What follows belongs to an exercise in optimizing a design on an open flow for small area, a short achievable clock period and few clock cycles; a production flow would make more cautious choices. At most, simulation tests tie the RTL to the original design; equivalence was not proved. No functional check of the RTL was part of runs 1 to 3. Power figures rest on the tool's default switching activity, not on a simulated workload.

### flow/config.mk
export PLATFORM = sky130hd
export DESIGN_NAME = patch_encoder
export DESIGN_NICKNAME = patch_encoder
export VERILOG_FILES = /design/flow/design.v
export SDC_FILE = /design/flow/constraint.sdc
export NUM_CORES = 4
export LEC_CHECK = 0
export ABC_CLOCK_PERIOD_IN_PS = 2700
export CAP_MARGIN = 20
export CORE_MARGIN = 2
export CORE_UTILIZATION = 40
export CTS_CLUSTER_DIAMETER = 80
export CTS_CLUSTER_SIZE = 24
export SETUP_SLACK_MARGIN = 3.8
export SLEW_MARGIN = 20
### flow/constraint.sdc
create_clock -name core_clock -period 6.5 [get_ports {clk}]
set_input_delay 1.3000 -clock core_clock [delete_from_list [all_inputs] [get_ports {clk}]]
set_output_delay 1.3000 -clock core_clock [all_outputs]
set_load 0.01 [all_outputs]
### flow/design.v
module patch_encoder (
    input             clk,
    input             rst,
    input             large_patch,
    input             in_valid,
    output            in_ready,
    input      [1:0]  in_kind,
    input      [31:0] in_coef,
    input      [15:0] in_stride,
    input      [7:0]  in_patch_size,
    input      [7:0]  in_layer_type,
    input      [7:0]  in_quant_wbits,
    input      [31:0] in_dc_offset,
    input      [15:0] in_range,
    input      [31:0] in_patch_ids,
    input      [15:0] in_postquant,
    output            out_valid,
    input             out_ready,
    output     [7:0]  out_data,
    output            out_last
);
    localparam [1:0] C_GH = 2'd0, C_PH = 2'd1, C_COEF = 2'd2, C_END = 2'd3;
    localparam [1:0] E_GH = 2'd0, E_PE = 2'd1, E_CF = 2'd2;    
    reg        in_ready_q;
    assign in_ready = in_ready_q;
    wire       fire = in_valid & in_ready_q;
    reg [1:0]  exp_k;
    reg [6:0]  n_cur;         
    reg [6:0]  coef_left;     
    reg [6:0]  pq_r;          
    reg        lp_q;          
    wire       k_cf  = (exp_k == E_CF);
    wire       f_cf  = fire & k_cf;
    wire       f_gh  = fire & !k_cf & (in_kind == C_GH);
    wire       f_ph  = fire & !k_cf & (in_kind == C_PH);
    reg  [1:0] ph_ok;         
    wire       ph_we0 = in_valid & (in_kind == C_PH) & ph_ok[0];
    wire       ph_we1 = in_valid & (in_kind == C_PH) & ph_ok[1];
    reg        gh_ok;         
    wire       gh_we  = in_valid & (in_kind == C_GH) & gh_ok;
    wire       f_end = fire & !k_cf & (in_kind == C_END);
    wire       f_job = f_gh | f_ph | f_end;
    wire       jq_pop, ds_pop, gh_pop;      
    reg [1:0]  jq_wp, jq_rp;
    reg [2:0]  jq_cnt;
    wire [1:0] jq_tail = jq_wp - 2'd1;
    wire       tail_ok = (jq_cnt >= 3'd2) | (jq_cnt == 3'd1) & !jq_pop;
    wire       att_end = f_end & tail_ok & !jq_ghf[jq_tail];
    wire       att_gh  = f_gh & tail_ok;
    wire       f_push  = f_job & !att_end & !att_gh;
    reg [6:0]  n_lut;
    always @(*) begin
        case (in_patch_size[3:0])
            4'd0: n_lut = 7'd0;
            4'd1: n_lut = 7'd1;
            4'd2: n_lut = 7'd4;
            4'd3: n_lut = 7'd9;
            4'd4: n_lut = 7'd16;
            4'd5: n_lut = 7'd25;
            4'd6: n_lut = 7'd36;
            4'd7: n_lut = 7'd49;
            default: n_lut = 7'd64;
        endcase
    end
    reg [1:0]  jq_type [0:3];
    reg [3:0]  jq_done;
    reg [3:0]  jq_endf;       
    reg [3:0]  jq_ghf;        
    wire       jq_clr_e, jq_clr_g;
    reg [4:0]  jq_w    [0:3];
    reg        jq_eob  [0:3];
    reg [6:0]  jq_ntok [0:3];
    reg [3:0]  ds_qh  [0:1];
    reg [31:0] ds_dc  [0:1];
    reg [15:0] ds_rng [0:1];
    reg [31:0] ds_ids [0:1];
    reg        ds_wp, ds_rp;
    reg [1:0]  ds_cnt;
    reg [31:0] gh_d;
    reg        gh_full;
    reg        c_cf, c_ph;
    reg [16:0] c_lo;
    reg        c_sg, c_up0, c_up1, c_last, c_beyond, c_n0;
    reg [3:0]  c_q;
    reg [1:0]  c_j;
    reg [64*19-1:0] mem;      
    reg [63:0] wp_oh;         
    reg [63:0] rp_oh;         
    reg        fne;           
    reg  [6:0] fcnt;          
    wire       tok_load;
    reg        e_v;
    reg [1:0]  e_j;
    reg        t1_v, t1_end;
    reg [1:0]  t1_j;
    reg        wr_v, pend_v;
    reg [6:0]  zcnt;
    reg        z_any;         
    wire [2:0] pt_x = {2'b0, wr_v} + {2'b0, pend_v} + {2'b0, z_any}
                    + {2'b0, t1_v} + {2'b0, c_cf};
    wire [7:0] pt   = {1'b0, fcnt} + {5'b0, pt_x};
    reg [1:0]  exp_n;
    always @(*) begin
        exp_n = exp_k;
        if (f_cf)       exp_n = (coef_left == 7'd1) ? E_PE : E_CF;
        else if (f_gh)  exp_n = E_PE;
        else if (f_ph)  exp_n = (n_cur != 7'd0) ? E_CF : E_PE;
        else if (f_end) exp_n = E_GH;
    end
    wire       gh_full_n = f_gh | (gh_full & !gh_pop);
    wire       jq_room_n = !jq_cnt[2] & !(jq_cnt[1] & jq_cnt[0]) |
                           (jq_cnt == 3'd3) & (!f_job | jq_pop) |
                           jq_cnt[2] & jq_pop & !f_job;
    wire       ds_room_n = !ds_cnt[1] & !ds_cnt[0] |
                           ds_cnt[0] & (!f_ph | ds_pop) |
                           ds_cnt[1] & ds_pop & !f_ph;
    wire       gh_free_n = !f_gh & (!gh_full | gh_pop);
    reg  [7:0] pt_r;
    wire [7:0] pt_b      = pt_r + {7'd0, c_cf};
    wire       room_cf   = f_cf ? (pt_b <= 8'd62) : (pt_b <= 8'd63);
    wire       ready_n   = (exp_n == E_CF) ? room_cf :
                           (exp_n == E_PE) ? jq_room_n & ds_room_n :
                                             jq_room_n & gh_free_n;
    always @(posedge clk) begin
        lp_q     <= large_patch;
        c_cf     <= f_cf;
        c_ph     <= f_ph;
        c_lo     <= in_coef[16:0];
        c_sg     <= in_coef[31];
        c_up0    <= (in_coef[31:17] == 15'd0);
        c_up1    <= (in_coef[31:17] == 15'h7fff);
        c_last   <= (coef_left == 7'd1);
        c_beyond <= (coef_left <= pq_r);
        c_n0     <= (n_cur == 7'd0);
        c_q      <= in_quant_wbits[3:0];
        c_j      <= jq_wp;
        pt_r     <= pt;
        if (gh_we) begin
            n_cur <= n_lut;
            gh_d  <= {in_layer_type, in_patch_size, in_stride};
        end
        if (f_ph) begin
            coef_left    <= n_cur;
            pq_r         <= in_postquant[6:0];
        end
        if (ph_we0) begin
            ds_qh[0]  <= in_quant_wbits[7:4];
            ds_dc[0]  <= in_dc_offset;
            ds_rng[0] <= in_range;
            ds_ids[0] <= in_patch_ids;
        end
        if (ph_we1) begin
            ds_qh[1]  <= in_quant_wbits[7:4];
            ds_dc[1]  <= in_dc_offset;
            ds_rng[1] <= in_range;
            ds_ids[1] <= in_patch_ids;
        end
        if (f_cf) coef_left <= coef_left - 7'd1;
        if (f_push) jq_type[jq_wp] <= in_kind;
        if (f_push) jq_done[jq_wp] <= !f_ph;
        if (jq_clr_e) jq_endf[jq_rp] <= 1'b0;
        if (jq_clr_g) jq_ghf[jq_rp]  <= 1'b0;
        if (f_push) begin
            jq_endf[jq_wp] <= 1'b0;
            jq_ghf[jq_wp]  <= 1'b0;
        end
        if (att_end) jq_endf[jq_tail] <= 1'b1;
        if (att_gh)  jq_ghf[jq_tail]  <= 1'b1;
        if (e_v)    jq_done[e_j]   <= 1'b1;
        if (rst) begin
            in_ready_q <= 1'b1;
            ph_ok      <= 2'b00;
            gh_ok      <= 1'b1;
            exp_k      <= E_GH;
            jq_wp      <= 2'd0;
            jq_cnt     <= 3'd0;
            ds_wp      <= 1'b0;
            ds_cnt     <= 2'd0;
            gh_full    <= 1'b0;
            c_cf       <= 1'b0;
            c_ph       <= 1'b0;
        end else begin
            in_ready_q <= ready_n;
            gh_ok      <= ready_n & (exp_n != E_CF);
            ph_ok[0]   <= ready_n & (exp_n != E_CF) & ((ds_wp ^ f_ph) == 1'b0);
            ph_ok[1]   <= ready_n & (exp_n != E_CF) & ((ds_wp ^ f_ph) == 1'b1);
            exp_k      <= exp_n;
            if (f_push & !jq_pop)      jq_cnt <= jq_cnt + 3'd1;
            else if (!f_push & jq_pop) jq_cnt <= jq_cnt - 3'd1;
            if (f_ph & !ds_pop)       ds_cnt <= ds_cnt + 2'd1;
            else if (!f_ph & ds_pop)  ds_cnt <= ds_cnt - 2'd1;
            gh_full    <= gh_full_n;
            if (f_push) jq_wp <= jq_wp + 2'd1;
            if (f_ph)  ds_wp <= !ds_wp;
        end
    end
    reg [3:0]  q_lo;
    reg [16:0] oracc;
    reg [1:0]  pj;
    reg        t1_eff, t1_sg;
    reg [16:0] t1_mag;
    wire [16:0] c_neg  = 17'd0 - c_lo;
    wire [16:0] c_mag  = c_sg ? c_neg : c_lo;
    wire        c_lo0  = (c_lo == 17'd0);
    wire        c_hi   = c_sg ? (!c_up1 | c_lo0) : !c_up0;
    wire        c_nz   = c_sg | !c_up0 | !c_lo0;
    wire [16:0] upmask;
    genvar gi;
    generate
        for (gi = 0; gi < 17; gi = gi + 1) begin : g_up
            if (gi <= 7) assign upmask[gi] = 1'b1;
            else         assign upmask[gi] = ({1'b0, q_lo} >= gi - 7);
        end
    endgenerate
    always @(posedge clk) begin
        t1_eff <= c_nz & !c_beyond;
        t1_sg  <= c_sg;
        t1_mag <= c_hi ? 17'd0 : c_mag;
        t1_j   <= c_ph ? c_j : pj;
        if (c_ph) begin
            q_lo  <= c_q;
            oracc <= 17'd0;
            pj    <= c_j;
        end
        if (c_cf) oracc <= oracc | (c_mag & upmask);
        if (rst) begin
            t1_v   <= 1'b0;
            t1_end <= 1'b0;
        end else begin
            t1_v   <= c_cf;
            t1_end <= (c_cf & c_last) | (c_ph & c_n0);
        end
    end
    reg [18:0] pend_tok;
    reg [18:0] wr_d;
    reg [6:0]  ntok;
    integer     wi;
    wire [18:0] t1_tok  = {1'b1, t1_sg, t1_mag};
    wire [18:0] run_tok = {12'd0, zcnt};
    wire        t1_nz   = t1_v & t1_eff;
    reg        wr_n_v, pend_n_v;
    reg [18:0] wr_n_d, pend_n_tok;
    always @(*) begin
        wr_n_v     = pend_v;
        wr_n_d     = pend_tok;
        pend_n_v   = 1'b0;
        pend_n_tok = t1_tok;
        if (t1_nz) begin
            if (z_any) begin
                wr_n_v = 1'b1; wr_n_d = run_tok; pend_n_v = 1'b1;
            end else if (pend_v) begin
                pend_n_v = 1'b1;
            end else begin
                wr_n_v = 1'b1; wr_n_d = t1_tok;
            end
        end
    end
    wire [6:0] ntok_add = !t1_nz ? ntok : z_any ? ntok + 7'd2 : ntok + 7'd1;
    wire [3:0] minw = q_lo[3:1] + 4'd1;
    reg  [4:0] hb;
    integer hj;
    always @(*) begin
        hb = 5'd0;
        for (hj = 0; hj < 17; hj = hj + 1) if (oracc[hj]) hb = hj;
    end
    reg        e_eob;
    reg [6:0]  e_ntok;
    reg [3:0]  e_minw;
    reg [4:0]  hb_r;
    wire [4:0] wfin = ((hb_r > {1'b0, e_minw}) ? hb_r : {1'b0, e_minw}) + 5'd1;
    always @(posedge clk) begin
        wr_d     <= wr_n_d;
        pend_tok <= pend_n_tok;
        for (wi = 0; wi < 64; wi = wi + 1)
            if (wr_v & wp_oh[wi]) mem[wi*19 +: 19] <= wr_d;
        hb_r   <= hb;
        e_minw <= minw;
        e_j    <= t1_j;
        e_eob  <= t1_v & !t1_eff;
        e_ntok <= ntok_add;
        if (e_v) begin
            jq_w[e_j]    <= wfin;
            jq_eob[e_j]  <= e_eob;
            jq_ntok[e_j] <= e_ntok;
        end
        if (rst) begin
            wr_v   <= 1'b0;
            e_v    <= 1'b0;
            pend_v <= 1'b0;
            zcnt   <= 7'd0;
            z_any  <= 1'b0;
            ntok   <= 7'd0;
            wp_oh  <= 64'd1;
            fcnt   <= 7'd0;
            fne    <= 1'b0;
        end else begin
            wr_v   <= wr_n_v;
            e_v    <= t1_end;
            pend_v <= pend_n_v;
            if (t1_end)                zcnt <= 7'd0;
            else if (t1_v & !t1_eff)   zcnt <= zcnt + 7'd1;
            else if (t1_nz)            zcnt <= 7'd0;
            if (t1_end)                z_any <= 1'b0;
            else if (t1_v & !t1_eff)   z_any <= 1'b1;
            else if (t1_nz)            z_any <= 1'b0;
            ntok <= t1_end ? 7'd0 : ntok_add;
            if (wr_v) wp_oh <= {wp_oh[62:0], wp_oh[63]};
            fne  <= (fcnt >= 7'd2) | (fcnt == 7'd1) & (wr_v | !tok_load) | wr_v;
            if (wr_v & !tok_load)      fcnt <= fcnt + 7'd1;
            else if (!wr_v & tok_load) fcnt <= fcnt - 7'd1;
        end
    end
    localparam [3:0] S_IDLE = 4'd0, S_GH1 = 4'd1, S_H1 = 4'd2, S_H2 = 4'd3,
                     S_H3 = 4'd4, S_H4 = 4'd5, S_H5 = 4'd6, S_TOK = 4'd7,
                     S_EOB = 4'd8, S_POST = 4'd9;
    reg [3:0]  es;
    reg [6:0]  toks_left;
    reg        ceob;
    reg [4:0]  cw;
    reg [16:0] lowmask;       
    reg [2:0]  shA, shB;
    reg        cw_ge8;
    reg        tok_v;
    reg [18:0] tok_q;
    reg        u_v, u_end, u1_v, u1_end;
    reg [19:0] u_val, u1_val;
    reg [5:0]  u_len, u1_len;
    wire       u_acc;                 
    wire       u_rdy = !u1_v;
    wire [1:0] h_type = jq_type[jq_rp];
    wire       h_ok   = (jq_cnt != 3'd0) && jq_done[jq_rp];
    wire [4:0] h_w    = jq_w[jq_rp];
    wire [3:0] d_qh   = ds_qh[ds_rp];
    wire [31:0] d_dc  = ds_dc[ds_rp];
    wire [15:0] d_rng = ds_rng[ds_rp];
    wire [31:0] d_ids = ds_ids[ds_rp];
    wire [16:0] tm    = tok_q[16:0];
    wire        clamp = |(tm & ~lowmask);
    wire [16:0] mg    = clamp ? 17'd0 : tm;
    wire [7:0]  fa    = cw_ge8 ? mg[7:0] : (mg[7:0] << shA);
    wire [7:0]  fb    = mg[15:8] << shB;
    wire [19:0] t_val = tok_q[18] ? {2'b11, tok_q[17], fa, fb, mg[16]} : 20'd0;
    wire [5:0]  t_len = tok_q[18] ? ({1'b0, cw} + 6'd3) : tm[5:0];
    wire       tok_use = (es == S_TOK) & tok_v & u_rdy;
    reg        tl0, tl1;      
    wire       last_tok = tl1;
    reg        go;            
    reg [19:0] n_val;
    reg [5:0]  n_len;
    reg        n_end;
    reg [3:0]  es_n;
    reg        pop_j, pop_d, pop_g, fin, clr_e, clr_g;
    wire       endf_h = jq_endf[jq_rp];
    wire       ghf_h  = jq_ghf[jq_rp];
    always @(*) begin
        go = 1'b0; n_val = 20'd0; n_len = 6'd16; n_end = 1'b0;
        es_n = es; pop_j = 1'b0; pop_d = 1'b0; pop_g = 1'b0;
        fin = 1'b0; clr_e = 1'b0; clr_g = 1'b0;
        case (es)
            S_IDLE: if (h_ok & u_rdy) begin
                go = 1'b1;
                case (h_type)
                    C_GH: begin
                        n_val = {gh_d[7:0], gh_d[15:8], 4'd0};
                        es_n  = S_GH1;
                    end
                    C_PH: begin
                        n_val = {d_qh, h_w[3:0] - 4'd2, d_dc[7:0], 4'd0};
                        es_n  = S_H1;
                    end
                    default: begin
                        n_val = {8'h61, 12'd0};
                        n_len = 6'd8;
                        n_end = 1'b1;
                        fin   = 1'b1;
                    end
                endcase
            end
            S_GH1: if (u_rdy) begin
                go = 1'b1;
                n_val = {gh_d[23:16], gh_d[31:24], 4'd0};
                pop_g = 1'b1; clr_g = 1'b1;
                if (endf_h) es_n = S_POST;
                else begin es_n = S_IDLE; pop_j = 1'b1; end
            end
            S_H1: if (u_rdy) begin
                go = 1'b1; n_val = {d_dc[15:8], d_dc[23:16], 4'd0}; es_n = S_H2;
            end
            S_H2: if (u_rdy) begin
                go = 1'b1; n_val = {d_dc[31:24], d_rng[7:0], 4'd0}; es_n = S_H3;
            end
            S_H3: if (u_rdy) begin
                go = 1'b1; n_val = {d_rng[15:8], d_ids[7:0], 4'd0}; es_n = S_H4;
            end
            S_H4: if (u_rdy) begin
                go = 1'b1;
                if (lp_q) begin
                    n_val = {d_ids[15:8], d_ids[23:16], 4'd0};
                    es_n  = S_H5;
                end else begin
                    n_val = {d_ids[9], d_ids[8], 18'd0};
                    n_len = 6'd2;
                    pop_d = 1'b1;
                    es_n  = !tl0 ? S_TOK : ceob ? S_EOB : S_IDLE;
                    fin   = tl0 & !ceob;
                end
            end
            S_H5: if (u_rdy) begin
                go = 1'b1; n_val = {d_ids[31:24], 12'd0}; n_len = 6'd8;
                pop_d = 1'b1;
                es_n  = !tl0 ? S_TOK : ceob ? S_EOB : S_IDLE;
                fin   = tl0 & !ceob;
            end
            S_TOK: if (tok_v & u_rdy) begin
                go = 1'b1; n_val = t_val; n_len = t_len;
                if (last_tok) begin
                    es_n  = ceob ? S_EOB : S_IDLE;
                    fin   = !ceob;
                end
            end
            S_EOB: if (u_rdy) begin
                go = 1'b1; n_val = {2'b10, 18'd0}; n_len = 6'd2;
                fin = 1'b1; es_n = S_IDLE;
            end
            S_POST: if (u_rdy) begin
                go = 1'b1;
                if (endf_h) begin
                    n_val = {8'h61, 12'd0};
                    n_len = 6'd8;
                    n_end = 1'b1;
                    clr_e = 1'b1;
                    if (!ghf_h) begin es_n = S_IDLE; pop_j = 1'b1; end
                end else begin
                    n_val = {gh_d[7:0], gh_d[15:8], 4'd0};
                    es_n  = S_GH1;
                end
            end
            default: es_n = S_IDLE;
        endcase
        if (fin) begin
            if (endf_h | ghf_h) es_n = S_POST;
            else                pop_j = 1'b1;
        end
    end
    assign jq_clr_e = clr_e;
    assign jq_clr_g = clr_g;
    assign jq_pop = pop_j;
    assign ds_pop = pop_d;
    assign gh_pop = pop_g;
    assign tok_load = (!tok_v | tok_use) & fne;
    reg [18:0] rd_tok;
    integer ri;
    always @(*) begin
        rd_tok = 19'd0;
        for (ri = 0; ri < 64; ri = ri + 1)
            rd_tok = rd_tok | ({19{rp_oh[ri]}} & mem[ri*19 +: 19]);
    end
    always @(posedge clk) begin
        if (tok_load) tok_q <= rd_tok;
        if (es == S_IDLE && h_ok && u_rdy && h_type == C_PH) begin
            toks_left <= jq_ntok[jq_rp];
            tl0       <= (jq_ntok[jq_rp] == 7'd0);
            tl1       <= (jq_ntok[jq_rp] == 7'd1);
            ceob      <= jq_eob[jq_rp];
            cw        <= h_w;
        end
        lowmask <= (17'd1 << cw) - 17'd1;
        shA     <= 3'd0 - cw[2:0];                           
        shB     <= (cw >= 5'd16) ? 3'd0 : 3'd0 - cw[2:0];    
        cw_ge8  <= (cw >= 5'd8);
        if (tok_use) begin
            toks_left <= toks_left - 7'd1;
            tl0       <= tl1;
            tl1       <= (toks_left == 7'd2);
        end
        if (u_acc || !u_v) begin
            u_val <= u1_v ? u1_val : n_val;
            u_len <= u1_v ? u1_len : n_len;
            u_end <= u1_v ? u1_end : n_end;
        end
        if (go) begin
            u1_val <= n_val;
            u1_len <= n_len;
            u1_end <= n_end;
        end
        if (rst) begin
            es     <= S_IDLE;
            jq_rp  <= 2'd0;
            ds_rp  <= 1'b0;
            rp_oh  <= 64'd1;
            tok_v  <= 1'b0;
            u_v    <= 1'b0;
            u1_v   <= 1'b0;
        end else begin
            es <= es_n;
            if (pop_j) jq_rp <= jq_rp + 2'd1;
            if (pop_d) ds_rp <= !ds_rp;
            if (tok_load) rp_oh <= {rp_oh[62:0], rp_oh[63]};
            if (tok_load)     tok_v <= 1'b1;
            else if (tok_use) tok_v <= 1'b0;
            if (u_acc || !u_v) begin
                u_v  <= u1_v | go;
                u1_v <= 1'b0;
            end else begin
                u1_v <= u1_v | go;
            end
        end
    end
    reg [31:0] acc;
    reg [6:0]  cnt;
    reg        ending;
    reg        ob0_v, ob1_v, ob0_l, ob1_l;
    reg [7:0]  ob0_d, ob1_d;
    wire       c_ge8  = (cnt >= 7'd8);
    wire       c_le8  = (cnt <= 7'd8);
    wire       c_le12 = (cnt <= 7'd12);
    wire       c_le20 = (cnt <= 7'd20);
    wire       avail  = c_ge8 | (ending & (cnt != 7'd0));
    wire       do_out = avail & !ob1_v;
    wire       b_last = ending & c_le8;
    assign     u_acc  = u_v & !ending & (c_le12 | (do_out & c_le20));
    wire [39:0] ins40 = {u_val, 20'd0} >> cnt[4:0];
    wire [39:0] new40 = {acc, 8'd0} | (u_acc ? ins40 : 40'd0);
    wire [31:0] acc_n = do_out ? new40[31:0] : new40[39:8];
    wire [6:0]  sum0  = cnt + {1'b0, u_len};
    wire [6:0]  sum8  = cnt + {1'b0, u_len} - 7'd8;
    wire [6:0]  cnt_n = u_acc ? (do_out ? sum8 : sum0) :
                        do_out ? (b_last ? 7'd0 : cnt - 7'd8) : cnt;
    wire       pop    = ob0_v & out_ready;
    always @(posedge clk) begin
        if (rst) begin
            acc    <= 32'd0;
            cnt    <= 7'd0;
            ending <= 1'b0;
            ob0_v  <= 1'b0;
            ob1_v  <= 1'b0;
        end else begin
            acc    <= acc_n;
            cnt    <= cnt_n;
            ending <= (u_acc & u_end) | (ending & !(do_out & b_last));
            if (pop) begin
                ob0_v <= ob1_v | do_out;
                ob0_d <= ob1_v ? ob1_d : acc[31:24];
                ob0_l <= ob1_v ? ob1_l : b_last;
                ob1_v <= ob1_v & do_out;
                ob1_d <= acc[31:24];
                ob1_l <= b_last;
            end else if (!ob0_v) begin
                ob0_v <= do_out;
                ob0_d <= acc[31:24];
                ob0_l <= b_last;
            end else if (do_out) begin
                ob1_v <= 1'b1;
                ob1_d <= acc[31:24];
                ob1_l <= b_last;
            end
        end
    end
    assign out_valid = ob0_v;
    assign out_data  = ob0_d;
    assign out_last  = ob0_l;
endmodule
### flow/run.sh
#!/bin/bash
# synth_recipe.tcl (not shown) runs the flow's synth.tcl, then flattens the netlist and writes it again
# the make line also repeats each setting of config.mk as NAME=value (left out here)
make -C /OpenROAD-flow-scripts/flow DESIGN_CONFIG=/design/flow/config.mk WORK_HOME=/design/flow/orfs CLKGATE_MAP_FILE= SYNTH_SCRIPT=/design/flow/synth_recipe.tcl finish
==> results of run 1 <==
## cell type report
cell class | instances | share of cell area
flip-flops and latches | 2000 | 0.6553
inverters | 96 | 0.004573
clock buffers | 158 | 0.03180
diodes | 4 | 0.0001161
multi-input cells | 2618 | 0.2222
clock inverters | 27 | 0.004398
repair buffers | 416 | 0.04519
well taps | 2511 | 0.03645
## layout by cell type (no fill, tap or decap), types with 14 or more instances in the layout
master	instances
sky130_fd_sc_hd__clkbuf_16	102
sky130_fd_sc_hd__xor2_1	42
sky130_fd_sc_hd__buf_4	206
sky130_fd_sc_hd__and2_1	64
sky130_fd_sc_hd__a21oi_1	251
sky130_fd_sc_hd__mux2_2	48
sky130_fd_sc_hd__nand2_1	285
sky130_fd_sc_hd__and3_1	14
sky130_fd_sc_hd__nand2b_1	24
sky130_fd_sc_hd__a31oi_1	15
sky130_fd_sc_hd__a22oi_1	25
sky130_fd_sc_hd__a21o_1	17
sky130_fd_sc_hd__inv_1	88
sky130_fd_sc_hd__clkbuf_1	57
sky130_fd_sc_hd__or4_1	16
sky130_fd_sc_hd__nor2_1	259
sky130_fd_sc_hd__nand4_1	96
sky130_fd_sc_hd__ha_1	65
sky130_fd_sc_hd__a22o_1	310
sky130_fd_sc_hd__a221oi_1	310
sky130_fd_sc_hd__dfxtp_1	298
sky130_fd_sc_hd__clkdlybuf4s50_1	161
sky130_fd_sc_hd__nor3b_1	24
sky130_fd_sc_hd__nor4_1	15
sky130_fd_sc_hd__a211oi_1	23
sky130_fd_sc_hd__nand3_1	28
sky130_fd_sc_hd__nor2b_1	36
sky130_fd_sc_hd__o22ai_1	35
sky130_fd_sc_hd__dfxtp_4	36
sky130_fd_sc_hd__mux4_2	39
sky130_fd_sc_hd__mux2i_1	88
sky130_fd_sc_hd__nor3_1	55
sky130_fd_sc_hd__xnor2_1	30
sky130_fd_sc_hd__edfxtp_1	1624
sky130_fd_sc_hd__o21ai_0	114
sky130_fd_sc_hd__dfxtp_2	42
## worst max-delay path, stage by stage (launching register included)
cell                       delay (ps)
sky130_fd_sc_hd__dfxtp_2          520
sky130_fd_sc_hd__buf_6            330
sky130_fd_sc_hd__a221oi_1         390
sky130_fd_sc_hd__nand4_1          460
sky130_fd_sc_hd__or4_4            740
## worst paths after layout
check              from           end  slack, ps  depth (start not counted)
min reg2reg  t1_mag[14]  pend_tok[14]        350                          0
max           rp_oh[62]     tok_q[10]       3710                          4
max reg2reg   rp_oh[62]     tok_q[10]       3710                          4
min          t1_mag[14]  pend_tok[14]        350                          0
## power by group through the flow
stage	Sequential, mW	Clock [mW]	Combinational [mW]
after floorplan	14.8	0	2.09
after detailed placement	15.0	0	3.09
final	14.7	7.33	3.63
after CTS	14.7	7.36	3.41
after global placement	15.0	0	3.05
after global routing	14.8	7.79	3.87
## cells by family after synthesis
logic type                 count (synthesis)  synth area share
muxes                                    177           0.03044
buffers and inverters                    388           0.01975
DFF                                     2000            0.7387
and+or+nand+nor                         1023           0.06603
xor gates and xnor gates                  74          0.008504
adders and majority gates                 75           0.01271
AOI/OAI and AO/OA                       1263            0.1239
## metal layers
metal | share of wire | vias to the layer above | track usage | wire length (µm)
li1 | - | 20240 | - | -
met5 | 0.00030 | - | 0 | 79
met1 | 0.37 | 25100 | 0.3535 | 97340
met2 | 0.45 | 3586 | 0.4133 | 119100
met4 | 0.061 | 12 | 0.1323 | 16150
met3 | 0.13 | 678 | 0.05958 | 33250
## what timing repair did
action / CTS / global route
resized for setup: 185 / 76
hold endpoints to repair: 0 / 0
pin swaps: 16 / 15
endpoints found under the setup margin: 470 / 117
buffers inserted: 52 / 27
cloned: 10 / 1
## registers in the layout, indices dropped and copies added (netlist names), 16 cells and up, named ones only
| signal | count |
|---|---|
| acc | 32 |
| wr_d | 19 |
| jq_w | 20 |
| lowmask | 17 |
| ds_rng | 32 |
| u1_val | 20 |
| pend_tok | 18 |
| t1_mag | 17 |
| wp_oh | 64 |
| tok_q | 19 |
| c_lo | 17 |
| ds_dc | 64 |
| u_val | 20 |
| ds_ids | 64 |
| mem | 1216 |
| jq_ntok | 28 |
| rp_oh | 64 |
| gh_d | 32 |
| oracc | 16 |
==> flow_summary.rst, run 1 <==
.. list-table::
   :header-rows: 1

   * - Metric
     - Value
   * - Io pins
     - 186
   * - Number of standard cells in the layout, taps in and fillers out
     - 7830
   * - Warnings from Yosys
     - 5
   * - Initial cell density of the core
     - 0.4016
   * - GRT Resource Usage Total
     - 0.2664
   * - Hold-fix buffers, CTS
     - 0
   * - Cell types with the largest area share after synthesis
     - sky130_fd_sc_hd__edfxtp_1, sky130_fd_sc_hd__dfxtp_1, sky130_fd_sc_hd__a221oi_1
   * - Final wirelength
     - 265900 µm
   * - Setup violation total in the final timing report
     - 0
   * - Port buffer count
     - 176
   * - Fin nets
     - 5482
   * - Count of standard-cell rows
     - 160
   * - Most used standard cells in the synthesized netlist
     - sky130_fd_sc_hd__edfxtp_1, sky130_fd_sc_hd__dfxtp_1, sky130_fd_sc_hd__a221oi_1
   * - Proportion of layout cells with a drive suffix above 1
     - 0.1294
   * - Dpl ws
     - 2108 ps
   * - Worst slew margin
     - 0.2142
   * - TritonCTS clock tree
     - done
   * - Via density per instance
     - 6.337
   * - Summed negative setup slack over all endpoints
     - 0 ps
   * - Horizontal die dimension
     - 440.5 µm
   * - Achievable Freq
     - 357.8 MHz
   * - Part of the power in the clock network
     - 0.286
   * - Max-cap violations
     - 0
   * - Internal power component
     - 18.79 mW
   * - Result of the run
     - complete, no violations
   * - Detailed-route wire length per cell
     - 33.96 µm
   * - Number of max-slew violations in the final report
     - 0
   * - Detailed Place HPWL
     - 149900 µm
   * - Post-route total power
     - 25.65 mW
   * - Area of all placed cells without fillers
     - 86190 µm²
   * - Synth Cell Area
     - 76210 µm²
   * - Endpoint class of the critical path
     - flip-flop
   * - Slew of the pin with the lowest slew margin
     - 1179 ps
   * - Max Fanout on Critical Path
     - 13
   * - Area used by multi-input combinational logic
     - 19150 µm²
   * - Number of buffers created by CTS
     - 100
   * - Flop and latch count out of synthesis
     - 2000
   * - Total core area
     - 189800 µm²
   * - Post-synth net total
     - 5250
   * - Sw Share
     - 0.2674
   * - Violation count after the first detailed-routing iteration
     - 7791
   * - Final period util
     - 0.4300
   * - Peak VDD IR
     - 0.2227 mV
   * - Leakage component of the power
     - 26.86 nW
   * - Total power divided by cell area
     - 297.6 nW/µm²
   * - Number of antenna violations at the first check in global routing
     - 11
   * - RD Place Congestion
     - 0.8845
   * - Comb power frac
     - 0.142
   * - Share of the synthesized area in the top cell type
     - 0.6399
   * - Post-synthesis async set-or-reset flop share
     - 0
   * - TritonCTS sink count
     - 2000
   * - Clock root buffer master
     - sky130_fd_sc_hd__clkbuf_16
   * - Vert. Die Dim
     - 440.5 µm
   * - Worst hold slack after final layout
     - 350.0 ps
   * - Setup repair after global routing missed its margin
     - true
   * - Core occupancy in the finished layout
     - 0.4542
   * - Global-route wire length before repair
     - 361800 µm
   * - Max Root-Sink Buffers
     - 3
   * - Fill cell count
     - 16540
   * - Router iterations before antenna repair
     - 6
   * - Worst clock skew on the final layout
     - 65.22 ps
   * - Count of final hold-check violations
     - 0
   * - Number of enable-type register cells in the synthesized netlist
     - 1624
   * - Clock latency on the worst-skew pair
     - 810 ps
   * - Post-layout min period
     - 2795 ps
   * - Number of distinct standard cells referenced by the synthesized netlist
     - 86
   * - Dominant cell type by area after synthesis
     - sky130_fd_sc_hd__edfxtp_1
   * - Vias in the first global route
     - 45730
   * - Number of design rule violations left after detail routing
     - 0
   * - Area grow syn2layout
     - 13.10%
   * - Most instantiated library cell after synthesis
     - sky130_fd_sc_hd__edfxtp_1
   * - Worst Slack Setup Final
     - 3705 ps
   * - Crit path launch type
     - flip-flop
   * - Cell Area, Placed
     - 81400 µm²
   * - Area of all sequential standard cells
     - 56480 µm²
   * - Number of nets with antenna violations after detailed routing
     - 0
   * - Synthesized area divided by synthesized cell count
     - 15.24 µm²
   * - Total net switching power
     - 6.859 mW
   * - Min-delay worst type
     - flip-flop to flip-flop
   * - Placed Instances
     - 7551
   * - Req. time, crit path
     - 6970 ps
   * - Startpoint-to-endpoint class of the critical path
     - flip-flop to flip-flop
   * - Grt total ovfl
     - 0
   * - Sequential group share of total power
     - 0.573
   * - Total Die Area
     - 194000 µm²
   * - Clock edge transition at the registers on the reported setup and hold paths
     - 100 ps
   * - Cells after synthesis
     - 5000
   * - H-tree levels
     - 3
   * - Arrival @ worst endpoint
     - 3260 ps
   * - Sequential share of the synthesized area
     - 0.7387
   * - Most instantiated flip-flop cell in the synthesis netlist
     - sky130_fd_sc_hd__edfxtp_1
   * - DR vias
     - 49620
   * - Maximum number of pins on one net before global-route repair
     - 130
==> run 2, diff against run 1 <==
--- a/flow/design.v
+++ b/flow/design.v
@@ -41,8 +41,10 @@
     wire       f_end = fire & !k_cf & (in_kind == C_END);
     wire       f_job = f_gh | f_ph | f_end;
     wire       jq_pop, ds_pop, gh_pop;      
-    reg [1:0]  jq_wp, jq_rp;
-    reg [2:0]  jq_cnt;
+    reg [2:0]  jq_wx, jq_rx;    
+    wire [1:0] jq_wp  = jq_wx[1:0];
+    wire [1:0] jq_rp  = jq_rx[1:0];
+    wire [2:0] jq_cnt = jq_wx - jq_rx;
     wire [1:0] jq_tail = jq_wp - 2'd1;
     wire       tail_ok = (jq_cnt >= 3'd2) | (jq_cnt == 3'd1) & !jq_pop;
     wire       att_end = f_end & tail_ok & !jq_ghf[jq_tail];
@@ -172,8 +174,7 @@
             ph_ok      <= 2'b00;
             gh_ok      <= 1'b1;
             exp_k      <= E_GH;
-            jq_wp      <= 2'd0;
-            jq_cnt     <= 3'd0;
+            jq_wx      <= 3'd0;
             ds_wp      <= 1'b0;
             ds_cnt     <= 2'd0;
             gh_full    <= 1'b0;
@@ -185,12 +186,10 @@
             ph_ok[0]   <= ready_n & (exp_n != E_CF) & ((ds_wp ^ f_ph) == 1'b0);
             ph_ok[1]   <= ready_n & (exp_n != E_CF) & ((ds_wp ^ f_ph) == 1'b1);
             exp_k      <= exp_n;
-            if (f_push & !jq_pop)      jq_cnt <= jq_cnt + 3'd1;
-            else if (!f_push & jq_pop) jq_cnt <= jq_cnt - 3'd1;
             if (f_ph & !ds_pop)       ds_cnt <= ds_cnt + 2'd1;
             else if (!f_ph & ds_pop)  ds_cnt <= ds_cnt - 2'd1;
             gh_full    <= gh_full_n;
-            if (f_push) jq_wp <= jq_wp + 2'd1;
+            if (f_push) jq_wx <= jq_wx + 3'd1;
             if (f_ph)  ds_wp <= !ds_wp;
         end
     end
@@ -485,7 +484,7 @@
         end
         if (rst) begin
             es     <= S_IDLE;
-            jq_rp  <= 2'd0;
+            jq_rx  <= 3'd0;
             ds_rp  <= 1'b0;
             rp_oh  <= 64'd1;
             tok_v  <= 1'b0;
@@ -493,7 +492,7 @@
             u1_v   <= 1'b0;
         end else begin
             es <= es_n;
-            if (pop_j) jq_rp <= jq_rp + 2'd1;
+            if (pop_j) jq_rx <= jq_rx + 3'd1;
             if (pop_d) ds_rp <= !ds_rp;
             if (tok_load) rp_oh <= {rp_oh[62:0], rp_oh[63]};
             if (tok_load)     tok_v <= 1'b1;
==> run 2 against run 1 <==
- utilization is 0.64 points higher
- hold slack got worse by 1.2 ps
- final area grew 1.4%
- largest power group unchanged
- via count shrank 0.15%
- maximum frequency down 4.6%
- clock skew shrank 4.3 ps
- largest cell class unchanged
- combinational power increased by 12%
- die area barely moved
- clock-buffer cell count rose by 2
==> flow_summary.rst, run 2 <==
.. list-table::
   :header-rows: 1

   * - Metric
     - Value
   * - Maximum number of pins on one net before global-route repair
     - 73 (was 130)
   * - Count of final hold-check violations
     - 0 (unchanged)
   * - Number of cells traversed by the worst hold path
     - 0 (unchanged)
   * - Post-synth net total
     - 5207 (was 5250)
   * - Horizontal die dimension
     - 440.6 µm (was 440.5 µm)
   * - Final period util
     - 0.4507 (was 0.4300)
   * - Commonest cells after routing, fill and taps aside
     - sky130_fd_sc_hd__edfxtp_1, sky130_fd_sc_hd__a22o_1, sky130_fd_sc_hd__a221oi_1 (unchanged)
   * - Number of antenna violations at the first check in global routing
     - 11 (unchanged)
   * - Global-route wire length before repair
     - 362600 µm (was 361800 µm)
   * - Number of enable-type register cells in the synthesized netlist
     - 1624 (unchanged)
   * - Max-cap violations
     - 0 (unchanged)
   * - Setup violation total in the final timing report
     - 0 (unchanged)
   * - Post-synthesis share of cell area spent on xor and xnor gates
     - 0.008794 (was 0.008504)
   * - Max Root-Sink Buffers
     - 3 (unchanged)
   * - Core occupancy in the finished layout
     - 0.4606 (was 0.4542)
   * - Vert. Die Dim
     - 440.6 µm (was 440.5 µm)
   * - Most instantiated library cell after synthesis
     - sky130_fd_sc_hd__edfxtp_1 (unchanged)
   * - Setup slack of the most critical reg-to-reg path
     - 3590 ps (was 3710 ps)
   * - Max Fanout on Critical Path
     - 13 (unchanged)
   * - Number of standard cells in the layout, taps in and fillers out
     - 7847 (was 7830)
   * - Most instantiated flip-flop cell in the synthesis netlist
     - sky130_fd_sc_hd__edfxtp_1 (unchanged)
   * - Sequential share of the synthesized area
     - 0.7379 (was 0.7387)
   * - Area used by multi-input combinational logic
     - 19680 µm² (was 19150 µm²)
   * - Worst Slack Setup Final
     - 3571 ps (was 3705 ps)
   * - Fin nets
     - 5486 (was 5482)
   * - Clock edge transition at the registers on the reported setup and hold paths
     - 90 ps (was 100 ps)
   * - Result of the run
     - complete, no violations (unchanged)
   * - Post-route total power
     - 26.53 mW (was 25.65 mW)
   * - Fill cell count
     - 16400 (was 16540)
   * - TritonCTS sink count
     - 1999 (was 2000)
   * - Post-layout min period
     - 2929 ps (was 2795 ps)
   * - Proportion of synthesized area in mux cells
     - 0.03253 (was 0.03044)
   * - Grt total ovfl
     - 0 (unchanged)
   * - Io pins
     - 186 (unchanged)
   * - Hold-fix buffers, CTS
     - 0 (unchanged)
   * - Main combinational cell family by area after synthesis
     - compound AO/OA/AOI/OAI gates (unchanged)
   * - Part of the power in the clock network
     - 0.291 (was 0.286)
   * - Flip-flop count of the largest register after layout
     - 1216 (unchanged)
   * - RD Place Congestion
     - 0.8736 (was 0.8845)
   * - Slew of the pin with the lowest slew margin
     - 1209 ps (was 1179 ps)
   * - Endpoint class of the critical path
     - flip-flop (unchanged)
   * - Leakage component of the power
     - 27.42 nW (was 26.86 nW)
   * - Number of nets with antenna violations after detailed routing
     - 0 (unchanged)
   * - Crit path launch type
     - input pin (was flip-flop)
   * - Worst flop-to-flop path endpoint
     - u_val[4] (was tok_q[10])
   * - Cell Area, Placed
     - 81470 µm² (was 81400 µm²)
   * - Compound-cell area share of the yosys netlist
     - 0.1242 (was 0.1239)
   * - TritonCTS clock tree
     - done (unchanged)
   * - GRT Resource Usage Total
     - 0.2675 (was 0.2664)
   * - Delay of the slowest critical-path stage
     - 550 ps (was 740 ps)
   * - Violation count after the first detailed-routing iteration
     - 8127 (was 7791)
   * - Share of the synthesized area in the top cell type
     - 0.6395 (was 0.6399)
   * - Synth Cell Area
     - 76260 µm² (was 76210 µm²)
   * - Detailed Place HPWL
     - 152400 µm (was 149900 µm)
   * - Total power divided by cell area
     - 303.5 nW/µm² (was 297.6 nW/µm²)
   * - Warnings from Yosys
     - 5 (unchanged)
   * - Most common cell after layout, fill and taps aside
     - sky130_fd_sc_hd__edfxtp_1 (unchanged)
   * - Placed Instances
     - 7510 (was 7551)
   * - Setup repair after global routing missed its margin
     - true (unchanged)
   * - Proportion of layout cells with a drive suffix above 1
     - 0.1516 (was 0.1294)
   * - Slowest library cell on the worst path
     - sky130_fd_sc_hd__clkdlybuf4s15_1 (was sky130_fd_sc_hd__or4_4)
   * - Comb power frac
     - 0.154 (was 0.142)
   * - Clock latency on the worst-skew pair
     - 820 ps (was 810 ps)
   * - Post-synthesis async set-or-reset flop share
     - 0 (unchanged)
   * - Clock root buffer master
     - sky130_fd_sc_hd__clkbuf_16 (unchanged)
   * - End point of the most critical hold path
     - pend_tok[0] (was pend_tok[14])
   * - Initial cell density of the core
     - 0.4018 (was 0.4016)
   * - Req. time, crit path
     - 7160 ps (was 6970 ps)
   * - Sequential group share of total power
     - 0.555 (was 0.573)
   * - Worst slew margin
     - 0.1853 (was 0.2142)
   * - H-tree levels
     - 3 (unchanged)
   * - Total net switching power
     - 7.152 mW (was 6.859 mW)
   * - Port buffer count
     - 176 (unchanged)
   * - Router iterations before antenna repair
     - 7 (was 6)
   * - Area of all placed cells without fillers
     - 87420 µm² (was 86190 µm²)
   * - Detailed-route wire length per cell
     - 34.19 µm (was 33.96 µm)
   * - Synthesized area divided by synthesized cell count
     - 15.38 µm² (was 15.24 µm²)
   * - Total core area
     - 189800 µm² (unchanged)
   * - Count of standard-cell rows
     - 160 (unchanged)
   * - Vias in the first global route
     - 45610 (was 45730)
   * - Via density per instance
     - 6.314 (was 6.337)
   * - Chain of cells forming the critical path
     - clkdlybuf4s15_1 > nand3b_1 > o21ai_1 > or4b_4 > o21a_4 > buf_12 > and3_4 > a221o_1 (was buf_6 > a221oi_1 > nand4_1 > or4_4)
   * - Min-delay worst type
     - flip-flop to flip-flop (unchanged)
   * - Achievable Freq
     - 341.4 MHz (was 357.8 MHz)
   * - Cell count of the worst reg-to-reg path
     - 12 (was 4)
   * - Summed negative setup slack over all endpoints
     - 0 ps (unchanged)
   * - Number of max-slew violations in the final report
     - 0 (unchanged)
   * - Post-Synth Simple-Gate Area
     - 0.06453 (was 0.06603)
   * - Peak VDD IR
     - 0.2295 mV (was 0.2227 mV)
   * - Number of design rule violations left after detail routing
     - 0 (unchanged)
   * - Startpoint-to-endpoint class of the critical path
     - input pin to flip-flop (was flip-flop to flip-flop)
   * - Cell types with the largest area share after synthesis
     - sky130_fd_sc_hd__edfxtp_1, sky130_fd_sc_hd__dfxtp_1, sky130_fd_sc_hd__a221oi_1 (unchanged)
   * - Final wirelength
     - 268300 µm (was 265900 µm)
   * - Dominant cell type by area after synthesis
     - sky130_fd_sc_hd__edfxtp_1 (unchanged)
   * - Adder and majority cell fraction of the synthesized area
     - 0.01230 (was 0.01271)
   * - Most used standard cells in the synthesized netlist
     - sky130_fd_sc_hd__edfxtp_1, sky130_fd_sc_hd__dfxtp_1, sky130_fd_sc_hd__a221oi_1 (unchanged)
   * - Dpl ws
     - 2481 ps (was 2108 ps)
   * - Startpoint of the worst register-to-register path
     - jq_wx[0] (was rp_oh[62])
   * - DR vias
     - 49550 (was 49620)
   * - Area grow syn2layout
     - 14.62% (was 13.10%)
   * - Total Die Area
     - 194200 µm² (was 194000 µm²)
   * - Worst clock skew on the final layout
     - 60.88 ps (was 65.22 ps)
   * - Internal power component
     - 19.38 mW (was 18.79 mW)
   * - Sw Share
     - 0.2696 (was 0.2674)
   * - Flop and latch count out of synthesis
     - 1999 (was 2000)
   * - Worst Min Path Start
     - t1_mag[0] (was t1_mag[14])
   * - Number of buffers created by CTS
     - 105 (was 100)
   * - Area of all sequential standard cells
     - 56460 µm² (was 56480 µm²)
   * - Number of distinct standard cells referenced by the synthesized netlist
     - 98 (was 86)
   * - Arrival @ worst endpoint
     - 3590 ps (was 3260 ps)
   * - Cells after synthesis
     - 4960 (was 5000)
   * - Worst hold slack after final layout
     - 348.8 ps (was 350.0 ps)
run 2: cell count changes in the layout (fill, tap and decap cells not counted), sizes merged, moves of 8 or more:
cell    previous run  this run
nor3              57        44
buf              244       288
nor2b             37        51
nor2             268       232
a21oi            256       243
mux2i             90       105
o211ai             8        16
run 2: power groups by stage:
| stage | sequential [mW] | combinational, mW | clock [mW] |
|---|---|---|---|
| 6_report | 14.7 | 4.07 | 7.72 |
| 5_1_grt | 14.8 | 4.34 | 8.19 |
| 4_1_cts | 14.7 | 3.57 | 7.78 |
| 3_5_place_dp | 15.0 | 3.06 | 0 |
| 3_3_place_gp | 15.0 | 3.02 | 0 |
| 2_1_floorplan | 14.8 | 2.16 | 0 |
run 2: repair_timing:
action	in CTS	in global routing
buffers inserted	60	55
pin swaps	28	55
gates cloned	12	5
setup endpoints to repair	461	229
gates resized for setup	202	160
hold endpoints to repair	0	0
run 2: critical path, delay by kind of cell:
kind,cells,cell delay [ps]
compound gates,3,710
buf+inv,2,690
simple gates,3,870
run 2: worst max path at each step:
stage / startpoint / end / cells past startpoint
floorplan: in_kind[1] / jq_done[3] / 8
global placement: in_kind[0] / ds_dc[0][17] / 3
detailed placement: in_kind[0] / ds_dc[0][17] / 3
CTS: jq_wx[0] / u_val[14] / 12
global route: jq_wx[0] / jq_done[2] / 11
finish: in_kind[1] / jq_done[1] / 8
run 2: area by class of cell:
class | count | area share
Clock inverter | 39 | 0.006083
Tap cell | 2511 | 0.03594
Timing Repair Buffer | 456 | 0.04901
Timing Repair inverter | 1 | 0.00005725
Clock buffer | 160 | 0.03348
Inverter | 92 | 0.004323
Sequential cell | 1999 | 0.6459
Antenna cell | 5 | 0.0001431
Multi-Input combinational cell | 2584 | 0.2251
run 2: kinds of logic after synthesis:
group	Yosys count
flops	1999
compound gates	1259
simple gates	976
buf+inv	389
mux	190
xor+xnor	75
fa+ha+maj	72
run 2: routing by layer:
layer / up-vias / GRT usage / share of wire
li1: 20230 / - / -
met2: 3375 / 0.4081 / 0.44
met3: 681 / 0.06332 / 0.13
met1: 25250 / 0.3597 / 0.37
met4: 10 / 0.1298 / 0.061
met5: - / 0 / 0.00025
==> run 3, diff against run 2 <==
--- a/flow/design.v
+++ b/flow/design.v
@@ -85,8 +85,8 @@
     reg        c_sg, c_up0, c_up1, c_last, c_beyond, c_n0;
     reg [3:0]  c_q;
     reg [1:0]  c_j;
-    reg [64*19-1:0] mem;      
-    reg [63:0] wp_oh;         
+    reg [18:0] mem [0:63];
+    reg [6:0]  wptr;
     reg [63:0] rp_oh;         
     reg        fne;           
     reg  [6:0] fcnt;          
@@ -233,7 +233,6 @@
     reg [18:0] pend_tok;
     reg [18:0] wr_d;
     reg [6:0]  ntok;
-    integer     wi;
     wire [18:0] t1_tok  = {1'b1, t1_sg, t1_mag};
     wire [18:0] run_tok = {12'd0, zcnt};
     wire        t1_nz   = t1_v & t1_eff;
@@ -270,8 +269,7 @@
     always @(posedge clk) begin
         wr_d     <= wr_n_d;
         pend_tok <= pend_n_tok;
-        for (wi = 0; wi < 64; wi = wi + 1)
-            if (wr_v & wp_oh[wi]) mem[wi*19 +: 19] <= wr_d;
+        if (wr_v) mem[wptr[5:0]] <= wr_d;
         hb_r   <= hb;
         e_minw <= minw;
         e_j    <= t1_j;
@@ -289,7 +287,7 @@
             zcnt   <= 7'd0;
             z_any  <= 1'b0;
             ntok   <= 7'd0;
-            wp_oh  <= 64'd1;
+            wptr   <= 7'd0;
             fcnt   <= 7'd0;
             fne    <= 1'b0;
         end else begin
@@ -303,7 +301,7 @@
             else if (t1_v & !t1_eff)   z_any <= 1'b1;
             else if (t1_nz)            z_any <= 1'b0;
             ntok <= t1_end ? 7'd0 : ntok_add;
-            if (wr_v) wp_oh <= {wp_oh[62:0], wp_oh[63]};
+            if (wr_v) wptr <= wptr + 7'd1;
             fne  <= (fcnt >= 7'd2) | (fcnt == 7'd1) & (wr_v | !tok_load) | wr_v;
             if (wr_v & !tok_load)      fcnt <= fcnt + 7'd1;
             else if (!wr_v & tok_load) fcnt <= fcnt - 7'd1;
@@ -452,7 +450,7 @@
     always @(*) begin
         rd_tok = 19'd0;
         for (ri = 0; ri < 64; ri = ri + 1)
-            rd_tok = rd_tok | ({19{rp_oh[ri]}} & mem[ri*19 +: 19]);
+            rd_tok = rd_tok | ({19{rp_oh[ri]}} & mem[ri]);
     end
     always @(posedge clk) begin
         if (tok_load) tok_q <= rd_tok;
==> run 3 against run 2 <==
- still clean
- critical path depth fell by 4
- routed wire length fell by 2.8%
- flip-flop and latch count fell by 58
- hold slack got worse by 11 ps
- clock-buffer cell count fell by 17
- die area fell by 2.4%
- total power fell by 3.9%
- via count fell by 1.7%
- setup slack improved by 100 ps
- final cell count fell by 1.9%
- non-clock buffer count rose by 22
- critical path type unchanged
- largest cell class unchanged
- highest routed layer unchanged
==> flow_summary.rst, run 3 <==
.. list-table::
   :header-rows: 1

   * - Metric
     - Value
   * - Detailed-route wire length per cell
     - 33.86 µm (was 34.19 µm)
   * - Fin nets
     - 5397 (was 5486)
   * - TritonCTS clock tree
     - done (unchanged)
   * - Total net switching power
     - 6.885 mW (was 7.152 mW)
   * - Area used by multi-input combinational logic
     - 19200 µm² (was 19680 µm²)
   * - TritonCTS sink count
     - 1941 (was 1999)
   * - Commonest cells after routing, fill and taps aside
     - sky130_fd_sc_hd__edfxtp_1, sky130_fd_sc_hd__a22o_1, sky130_fd_sc_hd__nand2_1 (was sky130_fd_sc_hd__edfxtp_1, sky130_fd_sc_hd__a22o_1, sky130_fd_sc_hd__a221oi_1)
   * - Setup violation total in the final timing report
     - 0 (unchanged)
   * - Final period util
     - 0.4350 (was 0.4507)
   * - Worst slew margin
     - 0.2433 (was 0.1853)
   * - Fill cell count
     - 16040 (was 16400)
   * - Comb power frac
     - 0.158 (was 0.154)
   * - Post-layout min period
     - 2828 ps (was 2929 ps)
   * - Flop and latch count out of synthesis
     - 1941 (was 1999)
   * - Count of standard-cell rows
     - 158 (was 160)
   * - Area of all placed cells without fillers
     - 85360 µm² (was 87420 µm²)
   * - Min-delay worst type
     - flip-flop to flip-flop (unchanged)
   * - Summed negative setup slack over all endpoints
     - 0 ps (unchanged)
   * - Leakage component of the power
     - 26.76 nW (was 27.42 nW)
   * - Cell types with the largest area share after synthesis
     - sky130_fd_sc_hd__edfxtp_1, sky130_fd_sc_hd__dfxtp_1, sky130_fd_sc_hd__a221oi_1 (unchanged)
   * - Crit path launch type
     - input pin (unchanged)
   * - Most common cell after layout, fill and taps aside
     - sky130_fd_sc_hd__edfxtp_1 (unchanged)
   * - Part of the power in the clock network
     - 0.277 (was 0.291)
   * - Vert. Die Dim
     - 435.4 µm (was 440.6 µm)
   * - Cell count of the worst reg-to-reg path
     - 14 (was 12)
   * - Total power divided by cell area
     - 298.7 nW/µm² (was 303.5 nW/µm²)
   * - GR met1 Demand/Resource
     - 0.3580 (was 0.3597)
   * - Max Fanout on Critical Path
     - 24 (was 13)
   * - Achievable Freq
     - 353.6 MHz (was 341.4 MHz)
   * - Post-synthesis async set-or-reset flop share
     - 0 (unchanged)
   * - H-tree levels
     - 3 (unchanged)
   * - Peak-usage layer in the global routing report
     - met2 (unchanged)
   * - Count of final hold-check violations
     - 0 (unchanged)
   * - Dominant cell type by area after synthesis
     - sky130_fd_sc_hd__edfxtp_1 (unchanged)
   * - Final wirelength
     - 260700 µm (was 268300 µm)
   * - Initial cell density of the core
     - 0.4019 (was 0.4018)
   * - Placed Instances
     - 7385 (was 7510)
   * - Sw Share
     - 0.2700 (was 0.2696)
   * - Violation count after the first detailed-routing iteration
     - 7743 (was 8127)
   * - Worst clock skew on the final layout
     - 55.38 ps (was 60.88 ps)
   * - Maximum number of pins on one net before global-route repair
     - 65 (was 73)
   * - Cell Area, Placed
     - 79840 µm² (was 81470 µm²)
   * - Flip-flop count of the largest register after layout
     - 1216 (unchanged)
   * - Sequential group share of total power
     - 0.565 (was 0.555)
   * - Area of all sequential standard cells
     - 55280 µm² (was 56460 µm²)
   * - Met3 track demand over resource
     - 0.06583 (was 0.06332)
   * - Vias in the first global route
     - 44990 (was 45610)
   * - Cells after synthesis
     - 4856 (was 4960)
   * - Total core area
     - 185200 µm² (was 189800 µm²)
   * - Warnings from Yosys
     - 5 (unchanged)
   * - Number of max-slew violations in the final report
     - 0 (unchanged)
   * - Share of the synthesized area in the top cell type
     - 0.6550 (was 0.6395)
   * - Total Die Area
     - 189600 µm² (was 194200 µm²)
   * - Max Root-Sink Buffers
     - 3 (unchanged)
   * - Slew of the pin with the lowest slew margin
     - 1135 ps (was 1209 ps)
   * - RD Place Congestion
     - 0.9009 (was 0.8736)
   * - Endpoint class of the critical path
     - flip-flop (unchanged)
   * - GRT Resource Usage Total
     - 0.2656 (was 0.2675)
   * - Number of nets with antenna violations after detailed routing
     - 0 (unchanged)
   * - Clock root buffer master
     - sky130_fd_sc_hd__clkbuf_16 (unchanged)
   * - Most instantiated library cell after synthesis
     - sky130_fd_sc_hd__edfxtp_1 (unchanged)
   * - Post-synth net total
     - 5104 (was 5207)
   * - Clock latency on the worst-skew pair
     - 790 ps (was 820 ps)
   * - Router iterations before antenna repair
     - 6 (was 7)
   * - DR vias
     - 48710 (was 49550)
   * - Number of antenna violations at the first check in global routing
     - 16 (was 11)
   * - Sequential share of the synthesized area
     - 0.7402 (was 0.7379)
   * - Number of enable-type register cells in the synthesized netlist
     - 1624 (unchanged)
   * - Peak VDD IR
     - 0.2713 mV (was 0.2295 mV)
   * - Startpoint-to-endpoint class of the critical path
     - input pin to flip-flop (unchanged)
   * - Most instantiated flip-flop cell in the synthesis netlist
     - sky130_fd_sc_hd__edfxtp_1 (unchanged)
   * - Setup repair after global routing missed its margin
     - true (unchanged)
   * - Area grow syn2layout
     - 14.65% (was 14.62%)
   * - Number of cells traversed by the worst hold path
     - 0 (unchanged)
   * - Synthesized area divided by synthesized cell count
     - 15.33 µm² (was 15.38 µm²)
   * - Number of distinct standard cells referenced by the synthesized netlist
     - 86 (was 98)
   * - Arrival @ worst endpoint
     - 3230 ps (was 3590 ps)
   * - Internal power component
     - 18.62 mW (was 19.38 mW)
   * - Port buffer count
     - 176 (unchanged)
   * - Via density per instance
     - 6.326 (was 6.314)
   * - Horizontal die dimension
     - 435.4 µm (was 440.6 µm)
   * - Number of buffers created by CTS
     - 96 (was 105)
   * - Io pins
     - 186 (unchanged)
   * - Max-cap violations
     - 0 (unchanged)
   * - Number of design rule violations left after detail routing
     - 0 (unchanged)
   * - Req. time, crit path
     - 6910 ps (was 7160 ps)
   * - Number of standard cells in the layout, taps in and fillers out
     - 7700 (was 7847)
   * - Global-route wire length before repair
     - 356000 µm (was 362600 µm)
   * - Clock edge transition at the registers on the reported setup and hold paths
     - 90 ps (about the same)
   * - Synth Cell Area
     - 74450 µm² (was 76260 µm²)
   * - Most used standard cells in the synthesized netlist
     - sky130_fd_sc_hd__edfxtp_1, sky130_fd_sc_hd__nand2_1, sky130_fd_sc_hd__dfxtp_1 (was sky130_fd_sc_hd__edfxtp_1, sky130_fd_sc_hd__dfxtp_1, sky130_fd_sc_hd__a221oi_1)
   * - Proportion of layout cells with a drive suffix above 1
     - 0.1622 (was 0.1516)
   * - Grt total ovfl
     - 0 (unchanged)
   * - Post-route total power
     - 25.50 mW (was 26.53 mW)
   * - Result of the run
     - complete, no violations (unchanged)
   * - M2 GR Usage
     - 0.4129 (was 0.4081)
   * - Detailed Place HPWL
     - 151800 µm (was 152400 µm)
-- run 3: changes by cell type in the layout (fill, tap and decap cells not counted), sizes merged, moves of 15 or more --
cell,previous run,this run
dfxtp,375,317
nor2,232,263
a21oi,243,208
mux2i,105,82
nand3,29,50
buf,288,303
nand2,294,327
and2,75,11
-- run 3: worst max-delay path, cell delays in order --
cell and delay, ps:
sky130_fd_sc_hd__clkdlybuf4s15_1 550, sky130_fd_sc_hd__nor2b_4 460, sky130_fd_sc_hd__and3_4 460, sky130_fd_sc_hd__buf_4 410
-- run 3: final cells by class --
type,count,area share
Inverter,100,0.004764
Clock inverter,23,0.003826
Clock buffer,143,0.03118
Sequential cell,1941,0.6476
Multi-Input combinational cell,2532,0.2249
Antenna cell,3,0.00008795
Tap cell,2480,0.03635
Timing Repair Buffer,478,0.05126
-- run 3: through the flow --
| stage | utilization | worst slack [ps] | hold slack, ps |
|---|---|---|---|
| after global placement | 0.4307 | 2514 | 327.2 |
| final | 0.4608 | 3672 | 337.4 |
| after floorplan | - | 3750 | 323.2 |
| after CTS | 0.4558 | 3639 | 339.4 |
| after detailed placement | 0.4310 | 2451 | 330.5 |
| after global routing | 0.4608 | 3612 | 349.1 |
-- run 3: final timing paths --
path                    from            end  slack [ps]
setup / recovery  in_kind[1]  ds_rng[0][12]        3670
hold / removal     t1_mag[7]    pend_tok[7]         340
setup reg to reg    jq_wx[0]  jq_type[3][1]        3700
hold reg to reg    t1_mag[7]    pend_tok[7]         340
-- run 3: metal layers --
layer / part of all wire / vias to the layer above
li1: - / 19880
met1: 0.37 / 24810
met2: 0.45 / 3347
met3: 0.13 / 656
met4: 0.051 / 16
met5: 0.00038 / -
-- run 3: power groups by stage --
stage | combinational, mW | clock, mW | sequential, mW
after global routing | 4.31 | 7.49 | 14.5
after global placement | 3.21 | 0 | 14.7
after detailed placement | 3.25 | 0 | 14.7
after CTS | 3.77 | 7.11 | 14.4
after floorplan | 2.22 | 0 | 14.5
final | 4.03 | 7.07 | 14.4
-- run 3: cell families (layout without fill, tap and decap cells) --
kind of cell             after synthesis  count (layout)  synth area share
XOR/XNOR                              79              79          0.009495
buffers and inverters                390             744           0.02025
AND/OR/NAND/NOR                      980             985           0.06267
AO/OA/AOI/OAI                       1226            1227            0.1243
flip-flops                          1941            1941            0.7402
adder cells (fa/ha/maj)               73              73           0.01277
other                                  0               3                 0
multiplexers                         167             168           0.03023
-- run 3: repair_timing --
| action | 4_1_cts | 5_1_grt |
|---|---|---|
| gates resized for setup | 266 | 110 |
| cloned | 7 | 4 |
| endpoints found under the hold margin | 0 | 0 |
| hold buffers | 0 | 0 |
| setup buffers | 80 | 55 |
| pin swaps | 71 | 38 |
| setup endpoints to repair | 1426 | 315 |
==> run 4, diff against run 3 <==
--- a/flow/design.v
+++ b/flow/design.v
@@ -41,10 +41,8 @@
     wire       f_end = fire & !k_cf & (in_kind == C_END);
     wire       f_job = f_gh | f_ph | f_end;
     wire       jq_pop, ds_pop, gh_pop;      
-    reg [2:0]  jq_wx, jq_rx;    
-    wire [1:0] jq_wp  = jq_wx[1:0];
-    wire [1:0] jq_rp  = jq_rx[1:0];
-    wire [2:0] jq_cnt = jq_wx - jq_rx;
+    reg [1:0]  jq_wp, jq_rp;
+    reg [2:0]  jq_cnt;
     wire [1:0] jq_tail = jq_wp - 2'd1;
     wire       tail_ok = (jq_cnt >= 3'd2) | (jq_cnt == 3'd1) & !jq_pop;
     wire       att_end = f_end & tail_ok & !jq_ghf[jq_tail];
@@ -174,7 +172,8 @@
             ph_ok      <= 2'b00;
             gh_ok      <= 1'b1;
             exp_k      <= E_GH;
-            jq_wx      <= 3'd0;
+            jq_wp      <= 2'd0;
+            jq_cnt     <= 3'd0;
             ds_wp      <= 1'b0;
             ds_cnt     <= 2'd0;
             gh_full    <= 1'b0;
@@ -186,10 +185,12 @@
             ph_ok[0]   <= ready_n & (exp_n != E_CF) & ((ds_wp ^ f_ph) == 1'b0);
             ph_ok[1]   <= ready_n & (exp_n != E_CF) & ((ds_wp ^ f_ph) == 1'b1);
             exp_k      <= exp_n;
+            if (f_push & !jq_pop)      jq_cnt <= jq_cnt + 3'd1;
+            else if (!f_push & jq_pop) jq_cnt <= jq_cnt - 3'd1;
             if (f_ph & !ds_pop)       ds_cnt <= ds_cnt + 2'd1;
             else if (!f_ph & ds_pop)  ds_cnt <= ds_cnt - 2'd1;
             gh_full    <= gh_full_n;
-            if (f_push) jq_wx <= jq_wx + 3'd1;
+            if (f_push) jq_wp <= jq_wp + 2'd1;
             if (f_ph)  ds_wp <= !ds_wp;
         end
     end
@@ -482,7 +483,7 @@
         end
         if (rst) begin
             es     <= S_IDLE;
-            jq_rx  <= 3'd0;
+            jq_rp  <= 2'd0;
             ds_rp  <= 1'b0;
             rp_oh  <= 64'd1;
             tok_v  <= 1'b0;
@@ -490,7 +491,7 @@
             u1_v   <= 1'b0;
         end else begin
             es <= es_n;
-            if (pop_j) jq_rx <= jq_rx + 3'd1;
+            if (pop_j) jq_rp <= jq_rp + 2'd1;
             if (pop_d) ds_rp <= !ds_rp;
             if (tok_load) rp_oh <= {rp_oh[62:0], rp_oh[63]};
             if (tok_load)     tok_v <= 1'b1;
--- a/flow/config.mk
+++ b/flow/config.mk
@@ -10,6 +10,6 @@
 export CORE_MARGIN = 2
 export CORE_UTILIZATION = 40
 export CTS_CLUSTER_DIAMETER = 80
-export CTS_CLUSTER_SIZE = 24
+export CTS_CLUSTER_SIZE = 30
 export SETUP_SLACK_MARGIN = 3.8
 export SLEW_MARGIN = 20
==> run 4 against run 3 <==
- still clean on timing, DRC and antenna
- clock-buffer cell count down 37
- first-iteration DRC count shrank 0.81%
- maximum frequency rose by 0.94%
- via count shrank 0.39%
- clock power barely moved
==> flow_summary.rst, run 4 <==
.. list-table::
   :header-rows: 1

   * - Metric
     - Value
   * - Area grow syn2layout
     - 13.85% (was 14.65%)
   * - Arrival @ worst endpoint
     - 3230 ps (about the same)
   * - TritonCTS clock tree
     - done (unchanged)
   * - Max Fanout on Critical Path
     - 12 (was 24)
   * - Met3 WL post-DR
     - 31320 µm (was 32990 µm)
   * - Post-synth net total
     - 5090 (was 5104)
   * - Via density per instance
     - 6.350 (was 6.326)
   * - Port buffer count
     - 176 (unchanged)
   * - Proportion of layout cells with a drive suffix above 1
     - 0.1514 (was 0.1622)
   * - Startpoint-to-endpoint class of the critical path
     - flip-flop to flip-flop (was input pin to flip-flop)
   * - DR vias
     - 48520 (was 48710)
   * - Dominant cell type by area after synthesis
     - sky130_fd_sc_hd__edfxtp_1 (unchanged)
   * - Setup repair after global routing missed its margin
     - true (unchanged)
   * - Most used standard cells in the synthesized netlist
     - sky130_fd_sc_hd__edfxtp_1, sky130_fd_sc_hd__dfxtp_1, sky130_fd_sc_hd__a221oi_1 (was sky130_fd_sc_hd__edfxtp_1, sky130_fd_sc_hd__nand2_1, sky130_fd_sc_hd__dfxtp_1)
   * - Result of the run
     - complete, no violations (unchanged)
   * - Global-route wire length before repair
     - 353700 µm (was 356000 µm)
   * - Max Root-Sink Buffers
     - 3 (unchanged)
   * - Horizontal die dimension
     - 435.9 µm (was 435.4 µm)
   * - Detailed Place HPWL
     - 150300 µm (was 151800 µm)
   * - Hold-fix buffers, CTS
     - 0 (unchanged)
   * - Synthesized area divided by synthesized cell count
     - 15.43 µm² (was 15.33 µm²)
   * - Req. time, crit path
     - 6930 ps (was 6910 ps)
   * - Clock latency on the worst-skew pair
     - 800 ps (was 790 ps)
run 4: cell count changes in the layout (fill, tap and decap cells not counted), moves of 12 or more:
cell	delta
sky130_fd_sc_hd__a21oi_1	-22
sky130_fd_sc_hd__buf_4	-25
sky130_fd_sc_hd__a211oi_1	+16
sky130_fd_sc_hd__buf_6	-16
sky130_fd_sc_hd__mux2i_1	+24
sky130_fd_sc_hd__clkbuf_1	-27
sky130_fd_sc_hd__a222oi_1	-12
run 4: per-stage QoR:
step / std cells / power [mW] / setup slack (ps) / cell area, µm²
3_3_place_gp: 7370 / 17.79 / 2327 / 79980
3_5_place_dp: 7370 / 17.83 / 2210 / 79990
4_1_cts: 7586 / 24.96 / 3630 / 84150
6_report: 7641 / 25.16 / 3698 / 84960
5_1_grt: 7639 / 25.96 / 3679 / 84950
2_1_floorplan: 4837 / 16.55 / 3517 / 74780
run 4: critical path, stage by stage, from the launching register on:
cell	delay, ps
sky130_fd_sc_hd__dfxtp_1	550
sky130_fd_sc_hd__nand3_1	560
sky130_fd_sc_hd__nor2_2	800
sky130_fd_sc_hd__buf_4	530
run 4: per-layer routing:
layer	track usage	vias up
met1	0.3471	24740
li1	-	19730
met3	0.06053	767
met4	0.1258	15
met5	0	-
met2	0.4124	3260
run 4: where the power goes:
group	internal, mW	switching (mW)
sequential	13.9	0.464
clock	2.85	4.25
combinational	1.45	2.21
total	18.2	6.92
run 4: final timing paths:
path	cells after the start	slack [ps]	from	end
worst min register to register	0	340	t1_mag[10]	pend_tok[10]
worst max-delay path	3	3700	wptr[3]	mem[57][16]
worst min-delay path	0	340	t1_mag[10]	pend_tok[10]
worst max register to register	3	3700	wptr[3]	mem[57][16]
run 4: cell families after synthesis:
kind of cell | after synthesis | synth area share
AO/OA/AOI/OAI | 1208 | 0.1234
flip-flops | 1941 | 0.7386
AND/OR/NAND/NOR | 967 | 0.06335
adder cells (fa/ha/maj) | 78 | 0.01348
multiplexers | 185 | 0.03218
XOR/XNOR | 81 | 0.009507
buffers and inverters | 377 | 0.01955
run 4: timing repair:
item	in CTS	in global routing
pin swaps	36	28
endpoints found under the hold margin	0	0
gates cloned	6	3
setup endpoints to repair	1109	306
buffers inserted	50	48
gates resized for setup	208	80
run 4: area by class of cell:
cell class	count	area, µm²
Clock buffer	106	2355
Antenna cell	3	7.507
Fill cell	16150	100500
Multi-Input combinational cell	2524	19200
Inverter	99	389.1
Timing Repair Buffer	432	3905
Timing Repair inverter	2	10.01
Clock inverter	54	699.4
Sequential cell	1941	55290
Tap cell	2480	3103
Testbench counts of run 4, summed over its fixed seeds: cycles 13,490.

re-timing with driven ports:
Ports are ideal in the flow. The routed layouts listed here were re-timed in OpenROAD. Step 1, drivers: a clkbuf_16 drives clk and a buf_2 each remaining input, both assumed. Step 2 times the ports against the registers' clock, not the clock port: input delays grow and output delays shrink by t, the midpoint of the rising clock arrivals with the driver on. Three values: ideal, step 1, step 2; two values: the first two.
| run | t, ns | setup WS [ns] |
|---|---|---|
| run 1 | 0.845 | 3.705 / 3.705 / 3.094 |
| run 2 | 0.866 | 3.571 / 3.586 / 2.749 |
| run 3 | 0.847 | 3.672 / 3.698 / 2.879 |
| run 4 | 0.855 | 3.698 / 3.698 / 3.145 |
After both steps setup and hold are still met in every run listed.
